Context: an optimization exercise on an open-source flow, tuned for small area, a short achievable clock period and few clock cycles per item. The choices shown serve that exercise and are no tape-out recipe. The RTL was checked by simulation tests, not by an equivalence proof against the original design. Power is estimated from default activity; no workload was simulated.

Setup of the baseline:
==> flow/design.v (excerpt) <==
module bitcrush_core (
    input  wire        clk,
    input  wire        rst,
    input  wire        cmd_valid,
    output reg         cmd_ready,
    input  wire [31:0] cmd_data,
    output reg         rsp_valid,
    output wire [31:0] rsp_data
);
Settings: LEC_CHECK=0, CAP_MARGIN=20, CORE_MARGIN=2, CORE_UTILIZATION=40, SLEW_MARGIN=20, SYNTH_MEMORY_MAX_BITS=8192; clock period 12.0 ns.
standard.sh (not shown) runs the stock make flow with config.mk's settings and CLKGATE_MAP_FILE= SYNTH_SCRIPT=/design/flow/synth_recipe.tcl, a recipe that flattens the netlist after the stock synthesis.
==> flow/flow/run.sh <==
#!/bin/bash
set -euo pipefail
bash standard.sh SETUP_SLACK_MARGIN=7 finish > standard.log 2>&1
No stage failed in the baseline, and the final checks on the layout all came back clean.
Testbench counts of the baseline, summed over its fixed seeds: cycles 10,149, items 6,288.
> inputs changed (the baseline -> the candidate)
--- a/flow/design.v
+++ b/flow/design.v
@@ -573,61 +573,61 @@
                            (is_gd || is_gg) ? K_GET :
                            (is_nop || is_sd || is_sg) ? K_ACK : K_ILL;
     wire [8:0]  drive_new = data[15] ? 9'd0  : (data > 16'd256) ? 9'd256  : data[8:0];
     wire [9:0]  gain_new  = data[15] ? 10'd0 : (data > 16'd512) ? 10'd512 : data[9:0];
     wire [4:0]  fm1_d;
     bitcrush_factor_rom u_from (.drive(drive_r), .fm1(fm1_d));
     wire [15:0] m_cur;
     bitcrush_levels_rom u_rom (.drive(drive_r), .lvl_m(m_cur));
     reg         v1, v2, v3, v5;
-    reg  [1:0]  k1, k2, k3;
+    reg  [1:0]  k1, k2, k3, k5;
     reg  [5:0]  p1, p2, p3;
     reg  [1:0]  i1, i2, i3;
     reg         gs1;          
     reg  [17:0] a1;
     reg  [2:0]  b10, b11;     
     reg  [15:0] u2;
     reg         n2;
     reg  [11:0] g2;
     reg         gp2;
     reg  [18:0] a2;
     reg  [15:0] m2;           
     reg  [15:0] r3, x3, m3;
     reg  [17:0] t3;           
     reg         n3, z3;
     reg  [15:0] val5;         
     reg         n5, z5;
+    reg  [9:0]  gp5;          
     reg  [3:0]  rsp_hi;
     reg  [15:0] rsp_lo;
     assign rsp_data = {rsp_hi, 12'd0, rsp_lo};
     wire done1 = v1 && (k1 != K_SAMP || i1 == 2'd3);
     wire done2 = v2 && (k2 != K_SAMP || i2 == 2'd3);
     wire done3 = v3 && (k3 != K_SAMP || i3 == 2'd3);
-    wire xf3   = done3 && (k3 == K_SAMP) && ((p3 == 6'd0) || ((p3 == 6'd1) && !v5));
-    wire pop3c = v3 && (k3 != K_SAMP) && (p3 == 6'd0) && !v5;
-    wire take3 = !v3 || xf3 || pop3c;
+    wire xf3   = done3 && ((p3 == 6'd0) || ((p3 == 6'd1) && !v5));
+    wire take3 = !v3 || xf3;
     wire xf2   = done2 && take3;
     wire take2 = !v2 || xf2;
     wire xf1   = done1 && take2;
     wire take1 = !v1 || xf1;
     wire blk     = is_samp && dpend;
     wire consume = in_v && !blk && (!need_rec || take1);
     wire load1   = in_v && !blk && need_rec && take1;
     wire any_rec = v1 | v2 | v3 | v5;
     wire h3 = v3 && !v5;
     wire h2 = v2 && !v3 && !v5;
     wire h1 = v1 && !v2 && !v3 && !v5;
     wire d3 = h3 && (p3 != 6'd0);
     wire d2 = h2 && (p2 != 6'd0);
     wire d1 = h1 && (p1 != 6'd0);
     wire df = !any_rec && (rep_front != 6'd0);
     wire emit_rep = d1 | d2 | d3 | df;
-    wire emit     = emit_rep | v5 | pop3c;
+    wire emit     = emit_rep | v5;
     wire       acc_in   = cmd_valid && cmd_ready;
     wire       dirty_c  = is_sg ? 1'b1 : need_job ? 1'b0 : dirty;
     wire       pj_cons  = dirty_c || (is_samp ? (latch ? (fm1_r == 5'd0) : ({1'b0, cnt} + 6'd1 >= {1'b0, fm1_r}))
                                                : latch);
     wire       pred_job = dpend || (consume ? pj_cons : (dirty || latch));
     wire       dirty_nx = consume ? dirty_c : dirty;
     wire       dpend_nx = consume && is_sd;
     wire       in_samp  = (cmd_data[31:16] == 16'h1000);
     wire       in_v_nx  = acc_in || (in_v && !consume);
@@ -787,35 +787,39 @@
             t3 <= m3x;
             i3 <= 2'd0;
             k3 <= k2;
         end else if (v3 && !done3) begin
             r3 <= r3n;
             x3 <= x3n;
             i3 <= i3 + 2'd1;
         end
         if (xf3) begin
-            val5 <= x3n;
-            n5   <= n3;
-            z5   <= z3;
+            k5 <= k3;
+            if (k3 == K_SAMP) begin
+                val5 <= x3n;
+                n5   <= n3;
+                z5   <= z3;
+            end
+            gp5 <= m3[9:0];
         end
         if (load1)   p1 <= rep_front - {5'd0, df};
         else if (d1) p1 <= p1 - 6'd1;
         if (xf1)     p2 <= p1 - {5'd0, d1};
         else if (d2) p2 <= p2 - 6'd1;
         if (xf2)     p3 <= p2 - {5'd0, d2};
         else if (d3) p3 <= p3 - 6'd1;
         if (emit) begin
-            if (!pop3c) begin
+            if (emit_rep || k5 == K_SAMP) begin
                 rsp_hi <= 4'b0001;
                 rsp_lo <= vfin;
             end else begin
-                case (k3)
-                    K_GET:   begin rsp_hi <= 4'b0010; rsp_lo <= {6'd0, m3[9:0]}; end
+                case (k5)
+                    K_GET:   begin rsp_hi <= 4'b0010; rsp_lo <= {6'd0, gp5}; end
                     K_ACK:   begin rsp_hi <= 4'b0000; rsp_lo <= 16'd0; end
                     default: begin rsp_hi <= 4'b1111; rsp_lo <= 16'd0; end
                 endcase
             end
         end
         if (rst) begin
             in_v      <= 1'b0;
             cmd_ready <= 1'b0;
             v1 <= 1'b0; v2 <= 1'b0; v3 <= 1'b0; v5 <= 1'b0;
@@ -830,18 +834,18 @@
             cnt       <= 5'd0;
             dirty     <= 1'b0;
             dpend     <= 1'b0;
             z5        <= 1'b1;
         end else begin
             in_v      <= in_v_nx;
             cmd_ready <= rdy_nx;
             v1 <= v1_nx;
             v2 <= xf1 || (v2 && !xf2);
-            v3 <= xf2 || (v3 && !xf3 && !pop3c);
+            v3 <= xf2 || (v3 && !xf3);
             v5 <= xf3;
             rsp_valid <= emit;
             rep_front <= load1 ? 6'd0 :
                          rep_front + {5'd0, consume && !need_rec} - {5'd0, df};
             out_cnt   <= acc_in ? out_em1 : out_em;
         end
     end
 endmodule
- Going from the baseline to the candidate, CTS sink count now larger, clock power increased by about 7% relative to the old numbers.
- Changes observed in the candidate relative to the baseline: post-synthesis cell count shows no meaningful change, critical path depth increased 1, die width rose 0.30%.
- ~same sum of internal, switching and leakage power in the candidate and the baseline
- [compare] base=the baseline new=the candidate: total length of routed met2 wires went down by about 2%; buffering overhead went up 0.98 points.
Testbench counts of the candidate, summed over its fixed seeds: cycles 10,121, items 6,288.

==> separate check: timing with driven ports <==
The flow's constraints put no driver on any port. The routed layouts listed below were extracted and timed again, unchanged, in two steps. Step 1, drivers: a clkbuf_16 drives clk and a buf_2 each remaining input, both assumed. Step 2 times the ports against the registers' clock, not the clock port: input delays grow and output delays shrink by t, the midpoint of the rising clock arrivals with the driver on. Three values: no drivers, after step 1, after step 2; two values: the first two.
run	t (ns)	setup slack, ns	worst hold slack (ns)
the baseline	0.617	6.416 / 6.416 / 6.416	0.450 / 0.450 / 0.450
the candidate	0.653	6.670 / 6.670 / 6.670	0.445 / 0.445 / 0.445
After both steps every run listed still meets setup and hold.
